Context: an optimization exercise on an open-source flow, tuned for small area, a short achievable clock period and few clock cycles per item. The choices shown serve that exercise and are no tape-out recipe.
The RTL of this run was laid out without a check of its function.
Power is estimated from default activity; no workload was simulated.

`run.sh`:
```
#!/bin/bash
# synth_recipe.tcl (not shown) runs the flow's synth.tcl, then flattens the netlist and writes it again
# the make line also repeats each setting of config.mk as NAME=value (left out here)
make -C /OpenROAD-flow-scripts/flow DESIGN_CONFIG=/design/flow/config.mk WORK_HOME=/design/flow/orfs CLKGATE_MAP_FILE= SYNTH_SCRIPT=/design/flow/synth_recipe.tcl finish
```
`constraint.sdc`:
```
create_clock -name core_clock -period 10.0 [get_ports {clk}]
set_input_delay 2.0000 -clock core_clock [delete_from_list [all_inputs] [get_ports {clk}]]
set_output_delay 2.0000 -clock core_clock [all_outputs]
set_load 0.01 [all_outputs]
```
`design.v`:
```
module k2000_payload_codec (
    input  wire        clk,
    input  wire        rst,
    input  wire        cmd_valid,
    output wire        cmd_ready,
    input  wire        cmd_dir,       
    input  wire [3:0]  cmd_n,         
    input  wire [20:0] cmd_size,      
    input  wire        in_valid,
    output wire        in_ready,
    input  wire [7:0]  in_data,
    input  wire        in_last,
    output wire        out_valid,
    input  wire        out_ready,
    output wire [7:0]  out_data,
    output wire        out_last,
    output wire        done,
    output wire [2:0]  status,
    output wire [23:0] info_a,
    output wire [23:0] info_b
);
    localparam ST_OK       = 3'd0;
    localparam ST_BADWIDTH = 3'd1;
    localparam ST_CKSUM    = 3'd2;
    localparam ST_LENGTH   = 3'd3;
    localparam ST_MALFORM  = 3'd4;
    localparam ST_PADBITS  = 3'd5;
    reg         idle;        
    reg         run;         
    reg         drain;       
    reg         dv;          
    reg         fin;         
    reg         done_r;
    reg         in_rdy;
    reg         dir;
    reg         bad;
    reg  [2:0]  n;
    reg  [20:0] size;
    reg         padv;        
    reg  [2:0]  pad;         
    reg  [23:0] rcnt;        
    reg  [23:0] kcnt;        
    reg  [23:0] xreg;        
    reg  [7:0]  ebyte;       
    reg  [6:0]  sum;
    reg  [14:0] acc;         
    reg  [3:0]  cnt;         
    reg         first;       
    reg         over;        
    reg         mal;         
    reg         fresh;       
    reg         cks_sent;    
    reg  [2:0]  st;
    reg  [7:0]  od;
    reg         ov;
    reg         olast;
    assign cmd_ready = idle;
    assign in_ready  = in_rdy;
    assign out_valid = ov;
    assign out_data  = od;
    assign out_last  = olast;
    assign done      = done_r;
    assign status    = st;
    assign info_a    = xreg;
    assign info_b    = rcnt;
    wire [6:0] h_sum = {3'd0, size[3:0]} + {3'd0, size[7:4]} + {3'd0, size[11:8]}
                     + {3'd0, size[15:12]} + {3'd0, size[19:16]} + {6'd0, size[20]};
    wire [4:0] h_f1  = {1'b0, h_sum[3:0]} + {2'd0, h_sum[6:4]};
    wire [4:0] h_f2  = {1'b0, h_f1[3:0]} + {4'd0, h_f1[4]};
    wire [3:0] r15   = h_f2[3:0];                  
    wire [5:0] o_sum = {3'd0, size[2:0]} + {3'd0, size[5:3]} + {3'd0, size[8:6]}
                     + {3'd0, size[11:9]} + {3'd0, size[14:12]} + {3'd0, size[17:15]}
                     + {3'd0, size[20:18]};
    wire [3:0] o_f1  = {1'b0, o_sum[2:0]} + {1'b0, o_sum[5:3]};
    wire [3:0] o_f2  = {1'b0, o_f1[2:0]} + {3'd0, o_f1[3]};
    wire [2:0] r7    = o_f2[2:0];                  
    reg [1:0] r3;
    reg [2:0] r5;
    always @(*) begin
        case (r15)
            4'd1, 4'd4, 4'd7, 4'd10, 4'd13: r3 = 2'd1;
            4'd2, 4'd5, 4'd8, 4'd11, 4'd14: r3 = 2'd2;
            default:                        r3 = 2'd0;
        endcase
        case (r15)
            4'd1, 4'd6, 4'd11: r5 = 3'd1;
            4'd2, 4'd7, 4'd12: r5 = 3'd2;
            4'd3, 4'd8, 4'd13: r5 = 3'd3;
            4'd4, 4'd9, 4'd14: r5 = 3'd4;
            default:           r5 = 3'd0;
        endcase
    end
    reg [2:0] pad_c;
    always @(*) begin
        case (n)
            3'd3: pad_c = {1'b0, r3};                                    
            3'd5: case (r5)                                              
                      3'd1: pad_c = 3'd2;
                      3'd2: pad_c = 3'd4;
                      3'd3: pad_c = 3'd1;
                      3'd4: pad_c = 3'd3;
                      default: pad_c = 3'd0;
                  endcase
            3'd6: pad_c = (r3 == 2'd1) ? 3'd4 : (r3 == 2'd2) ? 3'd2 : 3'd0;
            3'd7: pad_c = (r7 == 3'd7 || r7 == 3'd0) ? 3'd0 : (3'd7 - r7);
            default: pad_c = 3'd0;
        endcase
    end
    wire [7:0]  nmask  = (8'd1 << n) - 8'd1;
    wire        adv    = !ov || out_ready;
    wire        take   = in_rdy && in_valid;
    wire        r_zero = (rcnt == 24'd0);
    wire        r_one  = (rcnt == 24'd1);
    wire        dec      = run && !dir;
    wire        dat      = !bad && (!(r_zero || r_one) || (r_one && !cnt[3]));    
    wire        d_pk     = dec && take && !in_last;
    wire        d_tdat   = d_pk && dat;
    wire [3:0]  d_add    = first ? ({1'b0, n} - {1'b0, pad}) : {1'b0, n};
    wire [3:0]  d_cntt   = cnt + d_add;
    wire [7:0]  d_chunk  = in_data & nmask;
    wire [14:0] d_acct   = (acc << n) | {7'd0, d_chunk};
    wire [14:0] d_sht    = d_acct >> (d_cntt[2:0]);
    wire [14:0] d_sh0    = acc >> (cnt[2:0]);
    wire        d_act    = (run || drain) && !dir && !bad;
    wire        d_emit   = d_act && adv && (d_tdat ? d_cntt[3] : cnt[3]);
    wire [7:0]  d_byte   = d_tdat ? d_sht[7:0] : d_sh0[7:0];
    wire [3:0]  d_cntn   = (d_tdat ? d_cntt : cnt) - (d_emit ? 4'd8 : 4'd0);
    wire        d_malb   = (in_data & ~nmask) != 8'd0;
    wire [7:0]  padmask  = nmask & ~((8'd1 << (n - pad)) - 8'd1);
    wire        pad_bad  = (ebyte & padmask) != 8'd0;
    wire        cks_ok   = (in_data == {1'b0, sum});
    wire        len_ok   = !over && (r_zero || (r_one && cnt[3]));
    wire [2:0]  d_code   = bad      ? ST_BADWIDTH :
                           !cks_ok  ? ST_CKSUM    :
                           !len_ok  ? ST_LENGTH   :
                           mal      ? ST_MALFORM  :
                           pad_bad  ? ST_PADBITS  : ST_OK;
    wire        d_end    = dec && take && in_last;
    wire        enc      = run && dir;
    wire        e_go     = enc && !bad && padv;
    wire        e_take   = enc && take;
    wire [22:0] e_cat    = {acc, in_data};
    wire [4:0]  e_sh     = {1'b0, cnt} + 5'd8 - {2'd0, n};
    wire [22:0] e_shd    = e_cat >> e_sh;
    wire [7:0]  e_chunk  = e_shd[7:0] & nmask;
    wire        e_emit   = e_go && adv && (e_take || (cnt >= {1'b0, n}));
    wire        e_cks    = e_go && adv && r_zero && (cnt == 4'd0) && !cks_sent;
    wire [6:0]  e_sumd   = sum + (fresh ? od[6:0] : 7'd0);
    wire [3:0]  e_cntn   = cnt + ((e_take && !bad) ? 4'd8 : 4'd0) - (e_emit ? {1'b0, n} : 4'd0);
    wire        e_end    = enc && ov && olast && out_ready;
    wire        e_bend   = enc && bad && r_zero;
    wire        r_dec_s  = dir ? e_take : d_emit;
    wire        r_nz_n   = r_dec_s ? !(r_zero || r_one) : !r_zero;
    wire [2:0]  nm1      = n - 3'd1;
    wire        dv_bit   = (rcnt[4:0] > 5'd3) ? size[20] : nm1[rcnt[1:0] - 2'd1];
    wire [3:0]  dv_rt    = {pad, dv_bit};
    wire        dv_ge    = (dv_rt >= {1'b0, n});
    wire       padv_n_e = padv || run;
    wire [3:0] e_cntn_r = padv ? e_cntn : {1'b0, pad_c};
    wire [3:0] d_cntn_r = d_act ? d_cntn : cnt;
    always @(posedge clk) begin
        if (rst) begin
            idle   <= 1'b1;
            run    <= 1'b0;
            drain  <= 1'b0;
            dv     <= 1'b0;
            fin    <= 1'b0;
            done_r <= 1'b0;
            in_rdy <= 1'b0;
            ov     <= 1'b0;
        end else begin
            done_r <= 1'b0;
            if (idle) begin
                if (cmd_valid) begin
                    idle     <= 1'b0;
                    run      <= 1'b1;
                    dir      <= cmd_dir;
                    n        <= cmd_n[2:0];
                    bad      <= (cmd_n == 4'd0) || cmd_n[3];
                    size     <= cmd_size;
                    rcnt     <= {3'd0, cmd_size};
                    padv     <= (cmd_n[2:0] == 3'd1) || (cmd_n[2:0] == 3'd2) || (cmd_n[2:0] == 3'd4) ||
                                (cmd_n == 4'd0) || cmd_n[3];
                    pad      <= 3'd0;
                    kcnt     <= 24'd0;
                    xreg     <= 24'd0;
                    ebyte    <= 8'd0;
                    sum      <= 7'd0;
                    acc      <= 15'd0;
                    cnt      <= 4'd0;
                    first    <= 1'b1;
                    over     <= 1'b0;
                    mal      <= 1'b0;
                    fresh    <= 1'b0;
                    cks_sent <= 1'b0;
                    st       <= ST_OK;
                    in_rdy   <= ((cmd_n[2:0] == 3'd1) || (cmd_n[2:0] == 3'd2) || (cmd_n[2:0] == 3'd4) ||
                                 (cmd_n == 4'd0) || cmd_n[3]) &&
                                (!cmd_dir || (cmd_size != 21'd0));
                end
            end
            if (run && !padv) begin
                padv <= 1'b1;
                pad  <= pad_c;
                if (dir)
                    cnt <= {1'b0, pad_c};
            end
            if (d_act) begin
                if (d_emit) begin
                    od    <= d_byte;
                    olast <= r_one;
                end
                cnt <= d_cntn;
                if (d_tdat)
                    acc <= d_acct;
            end
            if (d_pk) begin
                sum <= sum + in_data[6:0];
                if (kcnt != 24'hFFFFFF)
                    kcnt <= kcnt + 24'd1;
                first <= 1'b0;
                if (first || (!mal && d_malb))
                    ebyte <= in_data;
                if (!mal && d_malb) begin
                    mal  <= 1'b1;
                    xreg <= kcnt;
                end
                if (!dat)
                    over <= 1'b1;
            end
            if (e_take && !bad)
                acc <= {acc[6:0], in_data};
            if (enc && padv && !bad)
                cnt <= e_cntn;
            if (enc)
                fresh <= e_emit;
            if (enc && fresh)
                sum <= sum + od[6:0];
            if (e_emit) begin
                od    <= e_chunk;
                olast <= 1'b0;
            end else if (e_cks) begin
                od       <= {1'b0, e_sumd};
                olast    <= 1'b1;
                cks_sent <= 1'b1;
            end
            if (r_dec_s && (run || drain))
                rcnt <= rcnt - 24'd1;
            if (d_emit || e_emit || e_cks)
                ov <= 1'b1;
            else if (out_ready)
                ov <= 1'b0;
            if (run && !idle) begin
                if (dir)
                    in_rdy <= padv_n_e && r_nz_n && (e_cntn_r <= 4'd7);
                else
                    in_rdy <= !(take && in_last) && (d_cntn_r <= 4'd8);
            end
            if (d_end) begin
                run <= 1'b0;
                if (d_code == ST_OK) begin
                    if (r_zero && adv)
                        done_r <= 1'b1;
                    else
                        drain <= 1'b1;
                end else begin
                    st <= d_code;
                    ov <= 1'b0;
                    if (!cks_ok)
                        ebyte <= in_data;
                    if (d_code == ST_LENGTH) begin
                        dv   <= 1'b1;
                        rcnt <= 24'd24;
                        pad  <= 3'd0;
                    end else begin
                        fin <= 1'b1;
                    end
                end
            end
            if (drain && r_zero && adv) begin
                drain  <= 1'b0;
                done_r <= 1'b1;
            end
            if (e_end) begin
                run    <= 1'b0;
                done_r <= 1'b1;
            end
            if (e_bend) begin
                run <= 1'b0;
                fin <= 1'b1;
                st  <= ST_BADWIDTH;
            end
            if (dv) begin
                pad  <= dv_ge ? (dv_rt[2:0] - n) : dv_rt[2:0];
                xreg <= {xreg[22:0], dv_ge};
                size <= {size[19:0], 1'b0};
                rcnt <= rcnt - 24'd1;
                if (r_one) begin
                    dv  <= 1'b0;
                    fin <= 1'b1;
                end
            end
            if (fin) begin
                fin    <= 1'b0;
                done_r <= 1'b1;
                case (st)
                    ST_CKSUM:   begin xreg <= {16'd0, ebyte}; rcnt <= {17'd0, sum}; end
                    ST_LENGTH:  begin                         rcnt <= kcnt;         end
                    ST_MALFORM: begin                         rcnt <= {16'd0, ebyte}; end
                    default:    begin xreg <= 24'd0;          rcnt <= 24'd0;        end
                endcase
            end
            if (done_r)
                idle <= 1'b1;
        end
    end
endmodule
```
`config.mk`:
```
export PLATFORM = sky130hd
export DESIGN_NAME = k2000_payload_codec
export DESIGN_NICKNAME = k2000_payload_codec
export VERILOG_FILES = /design/flow/design.v
export SDC_FILE = /design/flow/constraint.sdc
export NUM_CORES = 4
export LEC_CHECK = 0
export CAP_MARGIN = 20
export CORE_MARGIN = 2
export CORE_UTILIZATION = 40
export SLEW_MARGIN = 20
```
==> out/qor.txt <==
# hold bufs at CTS: 0
post-route clock period utilization: 0.632
CTS tree: built
commonest non-fill, non-tap cell in the layout: nand2_1
Worst Tran Pin Value: 1000 ps
Clk Latency, worst-skew pair: 450 ps
IO Pins: 104
Post-Synth Adder-Cell Area: 0.110
vias in the first global route: 13.0k
Die Height: 198 um
final WL: 50200 um
die extent in x: 198 um
XOR/XNOR Fraction of Synth Area: 0.0372
share of layout cells above drive strength 1: 0.0786
dominant synthesized flop cell: edfxtp_1
routed vias: 13.7k
RSZ-0062 raised after global routing: false
CTS buffer count: 17
row count: 71
M1 wire length: 23600 um
Initial Util: 0.403
outcome: complete, no violations
worst hold margin: 471 ps
Met3 Wirelength: 3620 um
Synth-to-Final Area Change: 12.8%
H-tree levels: 4
final setup TNS: 0 ps
dpl hpwl: 36400 um
EDFF count, synth: 153
Antenna Nets Post-Route: 0
overall global routing resource usage: 0.257
Resize count post-CTS: 0
Syn Inst Count: 1709
Max Clk Rate: 158 MHz
die area: 0.0392 mm^2
root buffer cell: clkbuf_16
Rel. slew slack: 0.332
largest family of logic cells by synthesized area: compound AO/OA/AOI/OAI gates
kind of critical path: flip-flop to flip-flop
maximum root-to-sink buffer count: 2
Placer Congestion: 0.951
# setup viols final: 0
Power Density: 173 mW/mm^2
First-pass DRT Iterations: 5
total congestion overflow: 0
post-synthesis sequential area ratio: 0.315
largest net degree at the start of global routing: 74
Antenna diodes: 0
Min-Delay Path Class: flip-flop to flip-flop
filler cell count: 3634
Clock transition at path regs: 70 ps
endpoints failing hold: 0
Final nets: 1883
Post-Syn Area: 0.0151 mm^2
Warnings, synthesis: 1
Simple-Gate Fraction of Synth Area: 0.182
DR top layer: met4
Critical Path RT: 10300 ps
Setup crit end kind: flip-flop
Lkg Pwr: 6.53 nW
postcts setup bufs: 0
Synth Area in Compound Gates: 0.201
Async S/R FF share, synth: 0
syn nets: 1860
Max Fanout on Critical Path: 8
initial antenna violation count: 0
Worst VDD drop: 0.136 mV
drt drc: 0
Crit path arrival time: 6630 ps
total power: 2.95 mW
CP startpoint kind: flip-flop
met2 WL: 22000 um
post-synthesis mux area share: 0.101
Final Max Tran Viols: 0
most frequent cells in the layout: 169 x nand2_1, 153 x edfxtp_1, 137 x o21ai_0
post-DR wirelength/cell: 22.3 um
Vias per Instance: 6.06
Worst Skew: 10.8 ps
first-pass GRT wire length: 77600 um
Syn Area/Cell: 8.82 um^2
number of distinct library cells after synthesis: 90
Max Cap Viol: 0
port bufs: 103
flops & latches, synth: 161
Core Box Area: 0.0374 mm^2
clock tree sinks: 161
fin crit period: 6320 ps
initial DRC count: 1366
[power by group]
part / leakage (nW) / switching (mW) / internal [mW]
registers: 1.57 / 0.0853 / 0.798
logic: 4.67 / 0.788 / 0.568
clock network: 0.289 / 0.314 / 0.396
total: 6.53 / 1.19 / 1.76
[layout make-up]
class / count / area, um^2 / share of cell area
clock buffers: 17 / 425 / 0.0250
clock inverters: 13 / 174 / 0.0102
inverters: 85 / 322 / 0.0189
multi-input cells: 1347 / 9530 / 0.561
flip-flops and latches: 161 / 4750 / 0.280
well taps: 511 / 639 / 0.0376
repair buffers: 120 / 1160 / 0.0681
[layer usage]
layer	global-route usage	vias to the layer above
met2	0.388	598
met4	0.0646	0
met1	0.383	6647
met5	0	-
li1	-	6350
met3	0.0387	60
[per-stage QoR]
stage / instance area, um^2 / util / setup WS (ps) / instances
after floorplan: 15100 / - / 4080 / 1709
after global placement: 16400 / 0.438 / 3920 / 2224
after detailed placement: 16400 / 0.438 / 3790 / 2224
after CTS: 17000 / 0.455 / 3750 / 2254
after global routing: 17000 / 0.455 / 3180 / 2254
final: 17000 / 0.455 / 3680 / 2254
[worst max-delay path, cell delays in order (launching register included)]
cell	delay [ps]
edfxtp_1	400
inv_1	80
fa_1	530
inv_1	60
fa_1	500
inv_1	50
fa_1	490
inv_1	40
ha_1	210
fa_1	400
a21o_1	190
a21oi_1	170
xnor2_1	130
fa_1	470
a21oi_1	160
nor2_1	70
ha_1	220
ha_1	390
inv_1	150
ha_1	210
nand2_1	70
a311oi_1	560
nor3b_1	320
o21ai_0	160
a21oi_1	140
[Yosys cell counts (all sizes together) (16+ instances only)]
library cell | number | area [um^2]
a211oi | 16 | 120
a21o | 23 | 173
a21oi | 133 | 673
a31oi | 32 | 206
and2 | 21 | 134
and3 | 43 | 269
buf | 21 | 135
clkbuf | 95 | 357
edfxtp | 153 | 4590
fa | 35 | 701
ha | 76 | 951
inv | 83 | 312
mux2 | 41 | 462
mux2i | 81 | 811
nand2 | 174 | 663
nand3 | 49 | 245
nor2 | 122 | 477
nor3 | 48 | 260
o21ai | 142 | 711
xnor2 | 49 | 429
[worst paths after layout]
kind	start	endpoint	slack [ps]	cells past startpoint
worst max-delay path	size[1]$_DFFE_PP_	cnt[0]$_DFFE_PN_	3680	24
worst min-delay path	done_r$_SDFF_PP0_	idle$_SDFF_PP1_	470	2
worst max register to register	size[1]$_DFFE_PP_	cnt[0]$_DFFE_PN_	3680	24
worst min register to register	done_r$_SDFF_PP0_	idle$_SDFF_PP1_	470	2
[sequential cells by signal, indices dropped and copies added (netlist names), 3 cells and up]
register  cells
cnt           4
rcnt         24
pad           3
od            8
sum           7
st            3
ebyte         8
xreg         24
kcnt         24
acc          15
size         21
n             3
[kinds of logic after synthesis]
kind of cell	after synthesis
DFF	161
muxes	133
adders and majority gates	111
xor gates and xnor gates	64
and+or+nand+nor	557
AOI/OAI and AO/OA	482
buffers and inverters	201

-- afterwards: timing with drivers on the ports --
No port has a modelled driver above. Below, the same layout with a new extraction and two added sets of constraints. Step 1 assumes that a clkbuf_16 drives the clock port and a buf_2 every other input. Step 2 adds t to the input delays and takes it off the output delays; t is the mean of the earliest and latest rising clock arrival at the registers after step 1. Input paths then give back, and output paths get back, about the clock's delay inside the block. Three values: ideal, step 1, step 2; two values: the first two.
t, ns: 0.493
setup WS [ns]: 3.676 / 3.676 / 3.676
slew at the worst register clock pin (ns): 0.08 / 0.08
After both steps this run still meets setup and hold. For this run, drivers alone change the setup slack by 0.000 ns; drivers and shift together by 0.000 ns.
